Background: an optimization exercise with open tools, aiming at small area, a short achievable clock period and few clock cycles. Do not read the settings as production practice. At most, simulation tests tie the RTL to the original design; equivalence was not proved. For run 1, only the layout was checked, not whether the RTL still works. No activity file was given, so power comes from the tool's default toggle rates.

**flow/config.mk**
```make
export PLATFORM = sky130hd
export DESIGN_NAME = ssdv_recoder
export DESIGN_NICKNAME = ssdv_recoder
export VERILOG_FILES = /design/flow/design.v
export SDC_FILE = /design/flow/constraint.sdc
export NUM_CORES = 4
export LEC_CHECK = 0
export CAP_MARGIN = 20
export CORE_MARGIN = 2
export CORE_UTILIZATION = 40
export PLACE_DENSITY = 0.6
export SETUP_SLACK_MARGIN = 3.6
export SLEW_MARGIN = 20
export SYNTH_MEMORY_MAX_BITS = 65536
export TNS_END_PERCENT = 5
```
**flow/design.v**
```verilog
module ssdv_huff_rom (
    input  wire        ac,
    input  wire        chroma,
    input  wire [3:0]  run,
    input  wire [3:0]  size,
    output reg  [4:0]  len,
    output reg  [15:0] code
);
    reg  [3:0] first16;
    reg  [7:0] base;
    always @(*) begin
        case ({chroma, run})
            5'h00: begin first16 = 4'd9; base = 8'h79; end
            5'h01: begin first16 = 4'd6; base = 8'h7e; end
            5'h02: begin first16 = 4'd5; base = 8'h84; end
            5'h03: begin first16 = 4'd4; base = 8'h8b; end
            5'h04: begin first16 = 4'd3; base = 8'h93; end
            5'h05: begin first16 = 4'd3; base = 8'h9b; end
            5'h06: begin first16 = 4'd3; base = 8'ha3; end
            5'h07: begin first16 = 4'd3; base = 8'hab; end
            5'h08: begin first16 = 4'd3; base = 8'hb3; end
            5'h09: begin first16 = 4'd2; base = 8'hbc; end
            5'h0a: begin first16 = 4'd2; base = 8'hc5; end
            5'h0b: begin first16 = 4'd2; base = 8'hce; end
            5'h0c: begin first16 = 4'd2; base = 8'hd7; end
            5'h0d: begin first16 = 4'd2; base = 8'he0; end
            5'h0e: begin first16 = 4'd1; base = 8'hea; end
            5'h0f: begin first16 = 4'd1; base = 8'hf4; end
            5'h10: begin first16 = 4'd11; base = 8'h00; end
            5'h11: begin first16 = 4'd7; base = 8'h81; end
            5'h12: begin first16 = 4'd6; base = 8'h86; end
            5'h13: begin first16 = 4'd5; base = 8'h8c; end
            5'h14: begin first16 = 4'd3; base = 8'h94; end
            5'h15: begin first16 = 4'd3; base = 8'h9c; end
            5'h16: begin first16 = 4'd3; base = 8'ha4; end
            5'h17: begin first16 = 4'd3; base = 8'hac; end
            5'h18: begin first16 = 4'd2; base = 8'hb5; end
            5'h19: begin first16 = 4'd2; base = 8'hbe; end
            5'h1a: begin first16 = 4'd2; base = 8'hc7; end
            5'h1b: begin first16 = 4'd2; base = 8'hd0; end
            5'h1c: begin first16 = 4'd2; base = 8'hd9; end
            5'h1d: begin first16 = 4'd2; base = 8'he2; end
            5'h1e: begin first16 = 4'd2; base = 8'heb; end
            5'h1f: begin first16 = 4'd2; base = 8'hf4; end
            default: begin first16 = 4'd11; base = 8'h00; end
        endcase
    end
    wire [7:0] lo16 = base + {4'd0, size};
    always @(*) begin
        len = 5'd0; code = 16'h0000;
        if (ac && size >= first16) begin
            len = 5'd16; code = {8'hFF, lo16};
        end else begin
            case ({ac, chroma, run, size})
                10'h000: begin len = 5'd2; code = 16'h0000; end
                10'h001: begin len = 5'd3; code = 16'h0002; end
                10'h002: begin len = 5'd3; code = 16'h0003; end
                10'h003: begin len = 5'd3; code = 16'h0004; end
                10'h004: begin len = 5'd3; code = 16'h0005; end
                10'h005: begin len = 5'd3; code = 16'h0006; end
                10'h006: begin len = 5'd4; code = 16'h000e; end
                10'h007: begin len = 5'd5; code = 16'h001e; end
                10'h008: begin len = 5'd6; code = 16'h003e; end
                10'h009: begin len = 5'd7; code = 16'h007e; end
                10'h00a: begin len = 5'd8; code = 16'h00fe; end
                10'h00b: begin len = 5'd9; code = 16'h01fe; end
                10'h100: begin len = 5'd2; code = 16'h0000; end
                10'h101: begin len = 5'd2; code = 16'h0001; end
                10'h102: begin len = 5'd2; code = 16'h0002; end
                10'h103: begin len = 5'd3; code = 16'h0006; end
                10'h104: begin len = 5'd4; code = 16'h000e; end
                10'h105: begin len = 5'd5; code = 16'h001e; end
                10'h106: begin len = 5'd6; code = 16'h003e; end
                10'h107: begin len = 5'd7; code = 16'h007e; end
                10'h108: begin len = 5'd8; code = 16'h00fe; end
                10'h109: begin len = 5'd9; code = 16'h01fe; end
                10'h10a: begin len = 5'd10; code = 16'h03fe; end
                10'h10b: begin len = 5'd11; code = 16'h07fe; end
                10'h200: begin len = 5'd4; code = 16'h000a; end
                10'h201: begin len = 5'd2; code = 16'h0000; end
                10'h202: begin len = 5'd2; code = 16'h0001; end
                10'h203: begin len = 5'd3; code = 16'h0004; end
                10'h204: begin len = 5'd4; code = 16'h000b; end
                10'h205: begin len = 5'd5; code = 16'h001a; end
                10'h206: begin len = 5'd7; code = 16'h0078; end
                10'h207: begin len = 5'd8; code = 16'h00f8; end
                10'h208: begin len = 5'd10; code = 16'h03f6; end
                10'h211: begin len = 5'd4; code = 16'h000c; end
                10'h212: begin len = 5'd5; code = 16'h001b; end
                10'h213: begin len = 5'd7; code = 16'h0079; end
                10'h214: begin len = 5'd9; code = 16'h01f6; end
                10'h215: begin len = 5'd11; code = 16'h07f6; end
                10'h221: begin len = 5'd5; code = 16'h001c; end
                10'h222: begin len = 5'd8; code = 16'h00f9; end
                10'h223: begin len = 5'd10; code = 16'h03f7; end
                10'h224: begin len = 5'd12; code = 16'h0ff4; end
                10'h231: begin len = 5'd6; code = 16'h003a; end
                10'h232: begin len = 5'd9; code = 16'h01f7; end
                10'h233: begin len = 5'd12; code = 16'h0ff5; end
                10'h241: begin len = 5'd6; code = 16'h003b; end
                10'h242: begin len = 5'd10; code = 16'h03f8; end
                10'h251: begin len = 5'd7; code = 16'h007a; end
                10'h252: begin len = 5'd11; code = 16'h07f7; end
                10'h261: begin len = 5'd7; code = 16'h007b; end
                10'h262: begin len = 5'd12; code = 16'h0ff6; end
                10'h271: begin len = 5'd8; code = 16'h00fa; end
                10'h272: begin len = 5'd12; code = 16'h0ff7; end
                10'h281: begin len = 5'd9; code = 16'h01f8; end
                10'h282: begin len = 5'd15; code = 16'h7fc0; end
                10'h291: begin len = 5'd9; code = 16'h01f9; end
                10'h2a1: begin len = 5'd9; code = 16'h01fa; end
                10'h2b1: begin len = 5'd10; code = 16'h03f9; end
                10'h2c1: begin len = 5'd10; code = 16'h03fa; end
                10'h2d1: begin len = 5'd11; code = 16'h07f8; end
                10'h2f0: begin len = 5'd11; code = 16'h07f9; end
                10'h300: begin len = 5'd2; code = 16'h0000; end
                10'h301: begin len = 5'd2; code = 16'h0001; end
                10'h302: begin len = 5'd3; code = 16'h0004; end
                10'h303: begin len = 5'd4; code = 16'h000a; end
                10'h304: begin len = 5'd5; code = 16'h0018; end
                10'h305: begin len = 5'd5; code = 16'h0019; end
                10'h306: begin len = 5'd6; code = 16'h0038; end
                10'h307: begin len = 5'd7; code = 16'h0078; end
                10'h308: begin len = 5'd9; code = 16'h01f4; end
                10'h309: begin len = 5'd10; code = 16'h03f6; end
                10'h30a: begin len = 5'd12; code = 16'h0ff4; end
                10'h311: begin len = 5'd4; code = 16'h000b; end
                10'h312: begin len = 5'd6; code = 16'h0039; end
                10'h313: begin len = 5'd8; code = 16'h00f6; end
                10'h314: begin len = 5'd9; code = 16'h01f5; end
                10'h315: begin len = 5'd11; code = 16'h07f6; end
                10'h316: begin len = 5'd12; code = 16'h0ff5; end
                10'h321: begin len = 5'd5; code = 16'h001a; end
                10'h322: begin len = 5'd8; code = 16'h00f7; end
                10'h323: begin len = 5'd10; code = 16'h03f7; end
                10'h324: begin len = 5'd12; code = 16'h0ff6; end
                10'h325: begin len = 5'd15; code = 16'h7fc2; end
                10'h331: begin len = 5'd5; code = 16'h001b; end
                10'h332: begin len = 5'd8; code = 16'h00f8; end
                10'h333: begin len = 5'd10; code = 16'h03f8; end
                10'h334: begin len = 5'd12; code = 16'h0ff7; end
                10'h341: begin len = 5'd6; code = 16'h003a; end
                10'h342: begin len = 5'd9; code = 16'h01f6; end
                10'h351: begin len = 5'd6; code = 16'h003b; end
                10'h352: begin len = 5'd10; code = 16'h03f9; end
                10'h361: begin len = 5'd7; code = 16'h0079; end
                10'h362: begin len = 5'd11; code = 16'h07f7; end
                10'h371: begin len = 5'd7; code = 16'h007a; end
                10'h372: begin len = 5'd11; code = 16'h07f8; end
                10'h381: begin len = 5'd8; code = 16'h00f9; end
                10'h391: begin len = 5'd9; code = 16'h01f7; end
                10'h3a1: begin len = 5'd9; code = 16'h01f8; end
                10'h3b1: begin len = 5'd9; code = 16'h01f9; end
                10'h3c1: begin len = 5'd9; code = 16'h01fa; end
                10'h3d1: begin len = 5'd11; code = 16'h07f9; end
                10'h3e1: begin len = 5'd14; code = 16'h3fe0; end
                10'h3f0: begin len = 5'd10; code = 16'h03fa; end
                10'h3f1: begin len = 5'd15; code = 16'h7fc3; end
                default: ;
            endcase
        end
    end
endmodule
module ssdv_recoder (
    input  wire        clk,
    input  wire        rst,
    input  wire        in_valid,
    output wire        in_ready,
    input  wire [1:0]  in_op,
    input  wire [11:0] in_coef,
    input  wire [7:0]  in_qs,
    input  wire [7:0]  in_qd,
    input  wire [1:0]  in_comp,
    input  wire        in_rb,
    input  wire        in_dec,
    output reg         out_valid,
    input  wire        out_ready,
    output reg  [7:0]  out_byte
);
    localparam OP_COEF = 2'd0, OP_EOB = 2'd1, OP_SYNC = 2'd2, OP_INIT = 2'd3;
    localparam W = 36;             
    localparam [3:0] T_AC = 4'd0, T_ACL = 4'd1, T_EOB = 4'd2, T_SYNC = 4'd3,
                     T_INIT = 4'd4;   
    wire stall;
    assign in_ready = !stall;
    wire adv = !stall;
    reg  [5:0]  k;
    reg         decb;
    reg  [15:0] dcs0, dcs1, dcs2;
    wire        is_dc  = (k == 6'd0);
    wire [15:0] v16    = {{4{in_coef[11]}}, in_coef};
    wire [15:0] dcs_s0 = dcs0 + v16;
    wire [15:0] dcs_s1 = dcs1 + v16;
    wire [15:0] dcs_s2 = dcs2 + v16;
    wire [15:0] dcs_sc = (in_comp == 2'd0) ? dcs_s0 : (in_comp == 2'd1) ? dcs_s1 : dcs_s2;
    wire [15:0] dc_abs = (decb && in_rb) ? v16 : dcs_sc;
    wire [15:0] xb     = is_dc ? dc_abs : v16;
    reg  [3:0]  b_tag;
    always @(*) begin
        case (in_op)
            OP_COEF: b_tag = is_dc ? {1'b1, in_rb, in_comp} : (k == 6'd63) ? T_ACL : T_AC;
            OP_EOB:  b_tag = T_EOB;
            OP_SYNC: b_tag = T_SYNC;
            default: b_tag = T_INIT | {3'd0, in_dec};
        endcase
    end
    reg         bv;
    reg  [3:0]  btag;
    reg  [15:0] bx;            
    reg         bneg;
    reg  [7:0]  bqs, bqd;
    always @(posedge clk) begin
        if (rst) begin
            k <= 6'd0; decb <= 1'b0;
            dcs0 <= 16'd0; dcs1 <= 16'd0; dcs2 <= 16'd0;
            bv <= 1'b0;
        end else if (adv) begin
            bv <= in_valid;
            if (in_valid) begin
                case (in_op)
                    OP_COEF: begin
                        k <= k + 6'd1;
                        if (is_dc) begin
                            if (in_comp == 2'd0) dcs0 <= dc_abs;
                            if (in_comp == 2'd1) dcs1 <= dc_abs;
                            if (in_comp == 2'd2) dcs2 <= dc_abs;
                        end
                    end
                    OP_EOB: k <= 6'd0;
                    OP_INIT: begin
                        decb <= in_dec;
                        dcs0 <= 16'd0; dcs1 <= 16'd0; dcs2 <= 16'd0;
                    end
                    default: ;
                endcase
            end
        end
    end
    always @(posedge clk) begin
        if (adv) begin
            btag <= b_tag;
            bx   <= xb ^ {16{xb[15]}};
            bneg <= xb[15];
            bqs  <= in_qs;
            bqd  <= in_qd;
        end
    end
    function [45:0] csa;       
        input [22:0] a, b, c;
        begin
            csa[22:0]  = a ^ b ^ c;
            csa[45:23] = {(a[21:0] & b[21:0]) | (a[21:0] & c[21:0]) | (b[21:0] & c[21:0]), 1'b0};
        end
    endfunction
    reg  [22:0] pp [0:9];
    integer pi;
    always @(*) begin
        for (pi = 0; pi < 8; pi = pi + 1)
            pp[pi] = {7'd0, bx & {16{bqs[pi]}}} << pi;
        pp[8] = bneg ? {15'd0, bqs} : 23'd0;
        pp[9] = {16'd0, bqd[7:1]};
    end
    wire [45:0] c_l1a = csa(pp[0], pp[1], pp[2]);
    wire [45:0] c_l1b = csa(pp[3], pp[4], pp[5]);
    wire [45:0] c_l1c = csa(pp[6], pp[7], pp[8]);
    wire [45:0] c_l2a = csa(c_l1a[22:0], c_l1a[45:23], c_l1b[22:0]);
    wire [45:0] c_l2b = csa(c_l1b[45:23], c_l1c[22:0], c_l1c[45:23]);
    wire [45:0] c_l3  = csa(c_l2a[22:0], c_l2a[45:23], c_l2b[22:0]);
    wire [45:0] c_l4  = csa(c_l3[22:0], c_l3[45:23], c_l2b[45:23]);
    wire [45:0] c_l5  = csa(c_l4[22:0], c_l4[45:23], pp[9]);
    wire [8:0]  c_lo  = {1'b0, c_l5[7:0]} + {1'b0, c_l5[30:23]};
    reg         cv;
    reg  [3:0]  ctag;
    reg  [7:0]  clo;           
    reg         cci;           
    reg  [14:0] cs, cc;        
    reg  [7:0]  cqd;
    reg         cneg;
    always @(posedge clk) begin
        if (rst) cv <= 1'b0;
        else if (adv) cv <= bv;
        if (adv) begin
            ctag <= btag; clo <= c_lo[7:0]; cci <= c_lo[8];
            cs <= c_l5[22:8]; cc <= c_l5[45:31]; cqd <= bqd; cneg <= bneg;
        end
    end
    function [9:0] div4;       
        input [7:0] r; input [1:0] b; input [7:0] d; input [9:0] d3;
        reg [9:0] sh; reg [10:0] t1, t2, t3;
        begin
            sh = {r, b};
            t1 = {1'b0, sh} - {3'b0, d};
            t2 = {1'b0, sh} - {2'b0, d, 1'b0};
            t3 = {1'b0, sh} - {1'b0, d3};
            if (!t3[10])      div4 = {2'd3, t3[7:0]};
            else if (!t2[10]) div4 = {2'd2, t2[7:0]};
            else if (!t1[10]) div4 = {2'd1, t1[7:0]};
            else              div4 = {2'd0, sh[7:0]};
        end
    endfunction
    wire [14:0] d_nh  = cs + cc + {14'd0, cci};
    wire [22:0] d_n   = {d_nh, clo};
    wire        d_sat = (d_n[22:10] >= {5'd0, cqd});
    wire [9:0]  d_3   = {2'd0, cqd} + {1'b0, cqd, 1'b0};
    wire [9:0]  d_s0  = div4(d_n[17:10], d_n[9:8], cqd, d_3);
    reg         dv;
    reg  [3:0]  dtag;
    reg  [7:0]  drem;
    reg  [7:0]  dlo;
    reg  [1:0]  dq;
    reg         dsat;
    reg  [7:0]  dqd;
    reg  [9:0]  dd3;
    reg         dneg;
    always @(posedge clk) begin
        if (rst) dv <= 1'b0;
        else if (adv) dv <= cv;
        if (adv) begin
            dtag <= ctag; drem <= d_s0[7:0]; dlo <= d_n[7:0]; dq <= d_s0[9:8];
            dsat <= d_sat; dqd <= cqd; dd3 <= d_3; dneg <= cneg;
        end
    end
    wire [9:0]  e_s0 = div4(drem, dlo[7:6], dqd, dd3);
    wire [9:0]  e_s1 = div4(e_s0[7:0], dlo[5:4], dqd, dd3);
    reg         ev;
    reg  [3:0]  etag;
    reg  [7:0]  erem;
    reg  [3:0]  elo;
    reg  [5:0]  eq;
    reg         esat;
    reg  [7:0]  eqd;
    reg  [9:0]  ed3;
    reg         eneg;
    always @(posedge clk) begin
        if (rst) ev <= 1'b0;
        else if (adv) ev <= dv;
        if (adv) begin
            etag <= dtag; erem <= e_s1[7:0]; elo <= dlo[3:0];
            eq <= {dq, e_s0[9:8], e_s1[9:8]};
            esat <= dsat; eqd <= dqd; ed3 <= dd3; eneg <= dneg;
        end
    end
    wire [9:0]  f_s0  = div4(erem, elo[3:2], eqd, ed3);
    wire [9:0]  f_s1  = div4(f_s0[7:0], elo[1:0], eqd, ed3);
    wire [10:0] f_mag = esat ? ((etag[3] && eneg) ? 11'd1024 : 11'd1023)
                             : {1'b0, eq, f_s0[9:8], f_s1[9:8]};
    reg         fv;
    reg  [3:0]  ftag;
    reg  [10:0] fmag;
    reg         fneg;
    always @(posedge clk) begin
        if (rst) fv <= 1'b0;
        else if (adv) fv <= ev;
        if (adv) begin
            ftag <= etag; fmag <= f_mag; fneg <= eneg;
        end
    end
    reg         decg;
    reg  [11:0] ndd0, ndd1, ndd2;    
    function [3:0] size_of;
        input [10:0] m;
        integer i;
        begin
            size_of = 4'd0;
            for (i = 0; i < 11; i = i + 1)
                if (m[i]) size_of = i + 1;
        end
    endfunction
    wire        g_isdc  = ftag[3];
    wire [1:0]  g_comp  = ftag[1:0];
    wire        g_rb    = ftag[2];
    wire [11:0] g_nd    = (g_comp == 2'd0) ? ndd0 : (g_comp == 2'd1) ? ndd1 : ndd2;
    wire [11:0] g_m12   = {1'b0, fmag} ^ {12{fneg}};
    wire [11:0] g_e     = g_m12 + ((!decg && g_rb) ? 12'd0 : g_nd) + {11'd0, fneg};
    wire [11:0] g_newnd = ({1'b0, fmag} ^ {12{!fneg}}) + {11'd0, !fneg};
    wire [10:0] g_u     = g_e[10:0] ^ {11{g_e[11]}};
    wire        g_mask  = &(g_u[9:0] | ~g_u[10:1]);
    wire [3:0]  g_dsize = size_of(g_u) + {3'd0, g_e[11] && g_mask};
    wire [10:0] g_dvb   = g_e[11] ? (g_e[10:0] - 11'd1) : g_e[10:0];
    wire [3:0]  g_size  = g_isdc ? g_dsize : size_of(fmag);
    wire [10:0] g_vb    = g_isdc ? g_dvb : (fmag ^ {11{fneg}});
    reg         gv;
    reg  [3:0]  gtag;
    reg  [10:0] gvb;           
    reg  [3:0]  gsize;
    reg         gpush;         
    always @(posedge clk) begin
        if (rst) begin
            gv <= 1'b0; decg <= 1'b0;
            ndd0 <= 12'd0; ndd1 <= 12'd0; ndd2 <= 12'd0;
        end else if (adv) begin
            gv <= fv;
            if (fv && g_isdc) begin
                if (g_comp == 2'd0) ndd0 <= g_newnd;
                if (g_comp == 2'd1) ndd1 <= g_newnd;
                if (g_comp == 2'd2) ndd2 <= g_newnd;
            end
            if (fv && ftag[3:1] == 3'b010) begin
                decg <= ftag[0];
                ndd0 <= 12'd0; ndd1 <= 12'd0; ndd2 <= 12'd0;
            end
        end
        if (adv) begin
            gtag <= ftag; gvb <= g_vb; gsize <= g_size;
            gpush <= !(ftag[3:1] == 3'b010) && !(ftag == T_AC && fmag == 11'd0);
        end
    end
    reg         dech;
    reg         g;             
    reg  [5:0]  run;
    wire        h_isdc = gtag[3];
    wire        h_gch  = (gtag[1:0] != 2'd0);
    wire        h_ac   = (gtag[3:1] == 3'b000);
    wire        h_acl  = (gtag == T_ACL);
    wire        h_eob  = (gtag == T_EOB);
    wire        h_sync = (gtag == T_SYNC);
    wire        h_init = (gtag[3:1] == 3'b010);
    wire        h_zero = (gsize == 4'd0);
    wire        h_zrl  = h_ac && !h_zero && (run >= 6'd16);
    wire        h_g    = h_isdc ? h_gch : g;
    wire [10:0] h_vb   = gvb & ~(11'h7FF << gsize);
    wire [4:0]  rom_len;
    wire [15:0] rom_code;
    ssdv_huff_rom u_rom (.ac(!h_isdc), .chroma(h_g),
                         .run(h_isdc ? 4'd0 : run[3:0]), .size(gsize),
                         .len(rom_len), .code(rom_code));
    reg         pv;
    reg  [4:0]  plen;
    reg  [25:0] pbits;
    reg  [W-1:0] acc;
    reg  [5:0]  cnt;
    reg  [5:0]  ncnt;          
    reg         zpend;
    wire        room    = ({1'b0, plen} <= ncnt);
    wire        p_hold  = pv && !room;
    wire        p_take  = pv && room;
    wire [2:0]  h_pad   = 3'd0 - (cnt[2:0] + (p_take ? plen[2:0] : 3'd0));
    reg         h_push;
    reg  [4:0]  h_len;
    reg  [25:0] h_bits;
    always @(*) begin
        h_push = 1'b0; h_len = 5'd0; h_bits = 26'd0;
        if (h_isdc || (h_ac && !h_zero && !h_zrl)) begin
            h_push = 1'b1;
            h_len  = rom_len + {1'b0, gsize};
            h_bits = ({10'd0, rom_code} << gsize) | {15'd0, h_vb};
        end else if (h_zrl) begin
            h_push = 1'b1;
            h_len  = g ? 5'd10 : 5'd11;
            h_bits = g ? 26'h3FA : 26'h7F9;
        end else if (h_eob || h_acl) begin
            h_push = 1'b1;
            h_len  = g ? 5'd2 : 5'd4;
            h_bits = g ? 26'd0 : 26'd10;
        end else if (h_sync) begin
            h_push = 1'b1;
            h_len  = {2'd0, h_pad};
            h_bits = {19'd0, ~(7'h7F << h_pad)};
        end
    end
    wire        init_ok = !pv && (cnt < 6'd8);
    wire        h_done  = !gv || (h_init ? init_ok :
                                  (h_zrl ? 1'b0 : (!gpush || !p_hold)));
    assign stall = !h_done;
    always @(posedge clk) begin
        if (rst) begin
            dech <= 1'b0; g <= 1'b0; run <= 6'd0;
        end else if (gv) begin
            if (h_isdc) begin
                if (!p_hold) begin
                    g   <= h_gch;
                    run <= 6'd0;
                end
            end else if (h_ac) begin
                if (h_zero) begin
                    if (h_acl) begin
                        if (!p_hold) run <= 6'd0;
                    end else begin
                        run <= run + 6'd1;
                    end
                end else if (!p_hold) begin
                    if (h_zrl) run <= run - 6'd16;
                    else       run <= 6'd0;
                end
            end else if (h_eob) begin
                if (!p_hold) run <= 6'd0;
            end else if (h_init) begin
                if (init_ok) dech <= gtag[0];
            end
        end
    end
    wire        out_free = !out_valid || out_ready;
    wire        pop      = out_free && !zpend && (cnt >= 6'd8);
    wire [5:0]  amt      = ncnt - {1'b0, plen};
    wire [W+25:0] placed = {{W{1'b0}}, pbits} << amt;
    wire [W-1:0] acc_or  = p_take ? (acc | placed[W-1:0]) : acc;
    always @(posedge clk) begin
        if (rst) begin
            pv <= 1'b0; acc <= {W{1'b0}}; cnt <= 6'd0; ncnt <= W[5:0]; zpend <= 1'b0;
            out_valid <= 1'b0;
        end else begin
            if (!p_hold) begin
                pv    <= gv && gpush;
                plen  <= h_len;
                pbits <= h_bits;
            end
            acc <= pop ? {acc_or[W-9:0], 8'd0} : acc_or;
            cnt <= cnt - (pop ? 6'd8 : 6'd0) + (p_take ? {1'b0, plen} : 6'd0);
            ncnt <= ncnt + (pop ? 6'd8 : 6'd0) - (p_take ? {1'b0, plen} : 6'd0);
            if (out_free) begin
                if (zpend) begin
                    out_valid <= 1'b1;
                    out_byte  <= 8'h00;
                    zpend     <= 1'b0;
                end else if (cnt >= 6'd8) begin
                    out_valid <= 1'b1;
                    out_byte  <= acc[W-1:W-8];
                    if (dech && acc[W-1:W-8] == 8'hFF) zpend <= 1'b1;
                end else begin
                    out_valid <= 1'b0;
                end
            end
        end
    end
endmodule
```
**flow/constraint.sdc**
```tcl
create_clock -name core_clock -period 8.0 [get_ports {clk}]
set_input_delay 1.6000 -clock core_clock [delete_from_list [all_inputs] [get_ports {clk}]]
set_output_delay 1.6000 -clock core_clock [all_outputs]
set_load 0.01 [all_outputs]
```
**flow/run.sh**
```bash
#!/bin/bash
# synth_recipe.tcl (not shown) runs the flow's synth.tcl, then flattens the netlist and writes it again
# the make line also repeats each setting of config.mk as NAME=value (left out here)
make -C /OpenROAD-flow-scripts/flow DESIGN_CONFIG=/design/flow/config.mk WORK_HOME=/design/flow/orfs CLKGATE_MAP_FILE= SYNTH_SCRIPT=/design/flow/synth_recipe.tcl finish
```
==> results of run 1 <==
[worst max-delay path by stage]
stage | from | to | slack (ns)
final | ncnt[0]$_SDFF_PP0_ | in_ready | 3.47
after global routing | dlo[6]$_DFFE_PP_ | erem[2]$_DFFE_PP_ | 3.33
after CTS | gtag[3]$_DFFE_PP_ | pbits[8]$_DFFE_PP_ | 3.47
after detailed placement | in_comp[0] | bx[1]$_DFFE_PP_ | 1.77
after global placement | in_comp[0] | bx[1]$_DFFE_PP_ | 1.92
after floorplan | ncnt[0]$_SDFF_PP0_ | dcs0[12]$_SDFFE_PP0P_ | 1.87
[Yosys cell counts (19+ instances only)]
cell type  instances
or3_1             29
edfxtp_1         245
a211oi_1          46
nor2b_1           73
nand4_1           28
dfxtp_1          157
a21oi_1          246
nand3_1           77
xor2_1            78
a31oi_1           20
mux2i_1          196
buf_2             22
o21ai_0          190
xnor2_1           96
inv_1            338
nand2b_1          36
clkbuf_1         112
buf_1             19
and2_1            95
o21bai_1          22
o22ai_1           21
o21a_1            22
fa_1             114
ha_1             294
and3_1            20
nor2_1           385
a21o_1            59
nand2_1          310
nor3_1            89
[metrics by stage]
step                      instances  hold WS (ns)
final                          4991         0.418
after global routing           4991         0.420
after CTS                      4943         0.419
after detailed placement       4768         0.405
after global placement         4768         0.401
after floorplan                3772         0.400
[cells by family (layout without fill, tap and decap cells)]
family | Yosys count | after routing | synth area share
buf+inv | 514 | 652 | 0.0610
xor+xnor | 174 | 174 | 0.0454
compound gates | 814 | 815 | 0.155
fa+ha+maj | 408 | 408 | 0.178
flops | 402 | 402 | 0.313
mux | 223 | 223 | 0.0706
simple gates | 1237 | 1237 | 0.177
[power groups by stage]
stage	clock (µW)	sequential, µW	combinational, µW
after CTS	2060	3380	10200
after global placement	0	3450	9360
after floorplan	0	3260	7340
after global routing	2140	3420	12300
final	2000	3370	10900
after detailed placement	0	3460	9470
[metal layers]
| layer | vias to the layer above | share of wire | GRT usage |
|---|---|---|---|
| li1 | 13500 | - | - |
| met1 | 13200 | 0.43 | 0.273 |
| met2 | 809 | 0.48 | 0.362 |
| met3 | 227 | 0.051 | 0.0267 |
| met4 | 0 | 0.034 | 0.0686 |
| met5 | - | 0 | 0 |
[flip-flops by register name, summed over array words and instances, names as in the netlist, 15 cells and up]
name	cells
dcs1	16
pbits	26
bx	15
cs	15
dcs2	16
acc	36
cc	15
dcs0	16
[final cells by class]
cell class | instances | area, µm²
clock buffers | 60 | 1250
well taps | 1080 | 1350
repair buffers | 222 | 2030
multi-input cells | 2857 | 22000
inverters | 344 | 1320
flip-flops and latches | 402 | 10500
repair inverters | 1 | 5.00
clock inverters | 25 | 156
fillers | 8038 | 44700
[timing repair]
action / CTS / global route
buffers inserted: 83 / 48
gates cloned: 7 / 0
resized for setup: 150 / 101
pin swaps: 45 / 42
setup endpoints to repair: 105 / 89
==> out/metrics.cfg, run 1 <==
[timing]
drv_slew=0
worstMarginPinSlew_ns=1.08
worst_slack_ns=3.47
setup_tns_ns=0
slew_headroom=0.259
min_period_ns=4.53
hold_viol_final=0
min_period_over_period=0.567
finClkSkew_ns=0.0262
fmax_ghz=0.221
grt_setup_unrepaired=true
setup_violations=0

[finish]
nets=4320
diodes=0
fin_area_mm2=0.0386
final_core_util=0.464
layout_commonest_cell=nor2_1
area_delta_synth_final_pct=15.1
drive_gt1_frac=0.122
mostFrequentLayoutCells=nor2_1 (377), inv_1 (326), nand2_1 (305)

[synth]
yosysTopAreaCell=edfxtp_1
synth_fp_nets=4218
synth_cells=3772
synth-async-reset-ratio=0
ys_seq_area_frac=0.313
synth_edf_count=245
syn_area_per_cell_um2=8.89
synth_ff_type=edfxtp_1
synth_area_mm2=0.0335
yosys-top-cells-area=edfxtp_1 (22%), ha_1 (11%), dfxtp_1 (9.4%)
synth_top_area_frac=0.219
yosys_warnings=3
synth_cell_types=99
synth-seq-cells=402

[floorplanning]
initial_core_util=0.403
rows=106
die_width_um=294
die-area_mm2=0.0862
io_pins=48
die_y_um=294
core_mm2=0.0833

[worst_setup_path]
cp_num_buf_inv=5
crit_family=compound AO/OA/AOI/OAI gates
cp_max_fo=5
rr_endpoint=pbits[8]$_DFFE_PP_
timing.rr.start=gtag[3]$_DFFE_PP_
path_cells=inv_1 -> ha_4 -> inv_1 -> fa_2 -> a21o_1 -> a21oi_4 -> o2111ai_2 -> a311oi_4 -> buf_6 -> clkinvlp_4 -> buf_6
cp_slowest_cell=fa_2
crit_arrival_ns=2.93
path_depth=11
cp-start-kind=register
r2r_slack_ns=3.49
crit_path_end_kind=primary output
reg2reg_depth=13
critical_path_required_ns=6.40
worstSetupPathType=register to primary output
max_stage_delay_ns=0.39

[routing]
wl_per_cell_um=18.4
drt_wl_total_um=91700
via_per_inst=5.57
vias=27800
drtPass1Iterations=6
ant_nets=0
drc_errors=0
drt_iter0_drc=1825

[worst_hold_path]
hold_class=register to register
worstHoldEndpoint=elo[0]$_DFFE_PP_
worstHoldStart=dlo[0]$_DFFE_PP_
hold_depth=0

[placed_design]
pre_cts_ws_ns=1.77
portBuffers=47
gp_congestion=0.962
hpwl_um=65200
place_area_mm2=0.0350

[pwr]
seqPwrFrac=0.207
power_density_mw_per_mm2=422
power_uw=16300
internal_power_uw=8990
switching_share=0.449
power_switching_uw=7320
ir_drop_uv=412
pwr-share-comb=0.671
p_leak_uw=0.0164
clockPowerShare=0.123

[grt]
grt_max_degree=166
antenna_found_initial=0
globalRouteOverflowTotal=0
grt_pass1_vias=27400
grt_pass1_wl_um=148000
grt_use_total=0.210

[clock_network]
cts_buffers=46
root_buffer=clkbuf_16
cts_num_sinks=402
clk_latency_ns=0.60
cts_tree=built
cts_max_level=2
cts_hold_buffers=0
clockBufferDepth=3
clkTransAtPathRegs_ns=0.06

[run_status]
outcome=timing/DRC/antenna clean

[flow_run]
drv_cap=0

==> inputs of run 2 (changes only) <==
--- a/flow/design.v
+++ b/flow/design.v
@@ -178,7 +178,7 @@
     output reg  [7:0]  out_byte
 );
     localparam OP_COEF = 2'd0, OP_EOB = 2'd1, OP_SYNC = 2'd2, OP_INIT = 2'd3;
-    localparam W = 36;             
+    localparam W = 40;             
     localparam [3:0] T_AC = 4'd0, T_ACL = 4'd1, T_EOB = 4'd2, T_SYNC = 4'd3,
                      T_INIT = 4'd4;   
     wire stall;
==> run 2 against run 1 <==
Compared with the run above:
- clock-buffer cell count up 6
- setup slack worse by 0.14 ns
- sequential power is 1% higher
- first-iteration DRC count grew 21%
- non-clock buffer count down 4
- power shrank 1.5%
- area after synthesis grew 0.80%
- worst hold slack got worse by 0.0033 ns
- maximum frequency is 3.0% lower
- core utilization is 0.080 points higher
- cell area is 0.65% higher
- sequential cell count rose by 4
==> out/metrics.cfg, run 2 <==
[finish]
area_delta_synth_final_pct=14.9
reg_top3=acc x40, pbits x26
largest_reg_flops=40  ; +11%
layout_commonest_cell=nor2_1
seq_area_mm2=0.0106  ; +0.75%
drive_gt1_frac=0.112  ; -0.0104
top_register=acc
mostFrequentLayoutCells=nor2_1 (368), inv_1 (339), nand2_1 (321)
multi_input_area_mm2=0.0221  ; +0.43%
nets=4379  ; +1.4%
diodes=0  ; unchanged
fillers=8025  ; -0.16%

[worst_setup_path]
cp_max_fo=51  ; +46
critical_path_required_ns=8.34  ; +1.94 ns
worstSetupPathType=register to register
cp-start-kind=register
crit_arrival_ns=5.02  ; +2.09 ns
crit_path_end_kind=register

[synth]
synth_edf_count=245  ; unchanged
yosys_warnings=3  ; unchanged
synth_cell_types=86  ; -13%
synth_commonest_cells=nor2_1 (379), inv_1 (352), nand2_1 (324)
synth.most_common_cell=nor2_1
yosys-top-cells-area=edfxtp_1 (22%), ha_1 (11%), dfxtp_1 (9.5%)
syn_area_per_cell_um2=8.83  ; -0.75%
synth-async-reset-ratio=0  ; unchanged
synth_ff_type=edfxtp_1
synth_area_mm2=0.0338  ; +0.80%
yosysTopAreaCell=edfxtp_1
synth_cells=3831  ; +1.6%
synth_fp_nets=4277  ; +1.4%
ys_seq_area_frac=0.313  ; about the same
synth_top_area_frac=0.218  ; -0.00174
synth-seq-cells=406  ; +1.0%

[timing]
fmax_ghz=0.214  ; -3.0%
finClkSkew_ns=0.0339  ; +0.00775 ns
worstMarginPinSlew_ns=1.09  ; +0.00757 ns
grt_setup_unrepaired=true
setup_tns_ns=0  ; unchanged
finalHoldWorstSlack_ns=0.415  ; -0.00326 ns
min_period_ns=4.67  ; +0.139 ns
hold_viol_final=0  ; unchanged
setup_violations=0  ; unchanged
drv_slew=0  ; unchanged
min_period_over_period=0.584  ; +0.0174
slew_headroom=0.271  ; +0.0119

[floorplanning]
rows=106  ; unchanged
die-area_mm2=0.0869  ; +0.79%
die_y_um=295  ; +0.40%
die_width_um=295  ; +0.40%
io_pins=48  ; unchanged
initial_core_util=0.404  ; +0.00130
core_mm2=0.0837  ; +0.48%

[routing]
via_per_inst=5.51  ; -1.0%
drt_wl_total_um=90100  ; -1.7%
drc_errors=0  ; unchanged
vias=28100  ; +1.2%
drt_iter0_drc=2201  ; +21%
drtPass1Iterations=6  ; unchanged
ant_nets=0  ; unchanged
wl_per_cell_um=17.7  ; -3.9%

[grt]
grt_max_degree=146  ; -12%
globalRouteOverflowTotal=0  ; unchanged
grt_pass1_wl_um=147000  ; -0.13%
grt_pass1_vias=27700  ; +1.1%
antenna_found_initial=0  ; unchanged
grt_use_total=0.207  ; -0.00296

[flow_run]
drv_cap=0  ; unchanged

[clock_network]
cts_hold_buffers=0  ; unchanged
cts_tree=built
clk_latency_ns=0.60  ; about the same
cts_max_level=2  ; unchanged
cts_num_sinks=406  ; +1.0%
clockBufferDepth=3  ; unchanged
root_buffer=clkbuf_16
cts_buffers=48  ; +4.3%
clkTransAtPathRegs_ns=0.06  ; about the same

[pwr]
p_leak_uw=0.0163  ; -0.35%
power_density_mw_per_mm2=413  ; -2.2%
ir_drop_uv=250  ; -39%

[placed_design]
gp_congestion=0.956  ; -0.65%
portBuffers=47  ; unchanged
hpwl_um=65200  ; about the same

[run_status]
outcome=timing/DRC/antenna clean

[worst_hold_path]
hold_class=register to register

run 2: power breakdown:
part           total, µW  switching (µW)  internal (µW)
logic              10500            5860           4640
clock network       2150             910           1240
registers           3410             373           3040
run 2: cells by family after synthesis:
| group | Yosys count | synth area share |
|---|---|---|
| AOI/OAI and AO/OA | 818 | 0.155 |
| DFF | 406 | 0.313 |
| buffers and inverters | 522 | 0.0597 |
| adders and majority gates | 408 | 0.176 |
| and+or+nand+nor | 1277 | 0.183 |
| xor gates and xnor gates | 183 | 0.0474 |
| muxes | 217 | 0.0665 |
run 2: what timing repair did:
item                                    CTS  global route
pin swaps                                70            26
hold endpoints to repair                  0             0
resized for setup                       187            31
endpoints found under the setup margin  301           104
buffers inserted                        110            20
cloned                                    3             0
run 2: stage by stage:
| step | power, µW | instance area (µm²) | cells | worst slack, ns | util |
|---|---|---|---|---|---|
| 2_1_floorplan | 10700 | 33900 | 3831 | 1.95 | - |
| 3_3_place_gp | 12700 | 35400 | 4884 | 2.16 | 0.423 |
| 3_5_place_dp | 12900 | 35400 | 4884 | 2.07 | 0.423 |
| 4_1_cts | 15900 | 38600 | 5084 | 3.43 | 0.461 |
| 5_1_grt | 17700 | 38900 | 5104 | 3.12 | 0.464 |
| 6_report | 16100 | 38900 | 5104 | 3.33 | 0.464 |
run 2: per-layer routing:
metal	vias up	routed length, µm	GRT usage
met5	-	0	0
met4	0	3210	0.0745
met3	192	3940	0.0250
met2	764	43500	0.356
met1	13500	39400	0.267
li1	13700	-	-
run 2: worst paths after layout:
kind                      endpoint               start  slack [ns]  cells past startpoint
max          plen[4]$_SDFFCE_PP0P_  gsize[2]$_DFFE_PP_        3.33                     17
min              etag[0]$_DFFE_PP_   dtag[0]$_DFFE_PP_        0.41                      0
max reg2reg  plen[4]$_SDFFCE_PP0P_  gsize[2]$_DFFE_PP_        3.33                     17
min reg2reg      etag[0]$_DFFE_PP_   dtag[0]$_DFFE_PP_        0.41                      0
run 2: worst max-delay path: stages, from the launching register on:
cell      delay, ns
edfxtp_1       0.43
buf_6          0.26
nor4_1         0.92
nand4_1        0.56
nand4_1        0.40
nor3_1         0.18
nand2_1        0.13
nor4_1         0.07
a21oi_1        0.18
o21a_1         0.20
ha_1           0.17
inv_1          0.06
fa_1           0.42
inv_1          0.07
a21o_1         0.10
a21oi_1        0.07
xnor2_1        0.15
nor2_1         0.06
run 2: area by class of cell:
cell class | count | area share
clock buffers | 66 | 0.0353
repair inverters | 1 | 0.000129
well taps | 1134 | 0.0365
multi-input cells | 2903 | 0.568
inverters | 355 | 0.0349
clock inverters | 21 | 0.00483
flip-flops and latches | 406 | 0.272
repair buffers | 218 | 0.0478
Testbench counts of run 2, summed over its fixed seeds: cycles 22,021.

## re-timing with driven ports
The flow's constraints put no driver on any port. The routed layouts listed below were extracted and timed again, unchanged, in two steps. Step 1 sets driving cells, clkbuf_16 on the clock port and buf_2 on the other inputs (assumed; they add their load-dependent delay and slew). Step 2 also shifts input and output timing later by t, the mid clock arrival at the registers, as if the neighbouring blocks saw the same clock. a / b / c = no drivers / after step 1 / after step 2; a / b = the first two.
run | t (ns) | setup WS [ns] | worst hold slack (ns) | worst slew at a driven data input, ns
run 1 | 0.653 | 3.467 / 3.403 / 2.998 | 0.418 / 0.418 / 0.418 | 0.06
run 2 | 0.649 | 3.328 / 3.328 / 2.947 | 0.415 / 0.415 / 0.415 | 0.06
After both steps every run listed still meets setup and hold. For run 1, which loses most, drivers alone change the setup slack by -0.064 ns; drivers and shift together by -0.469 ns.
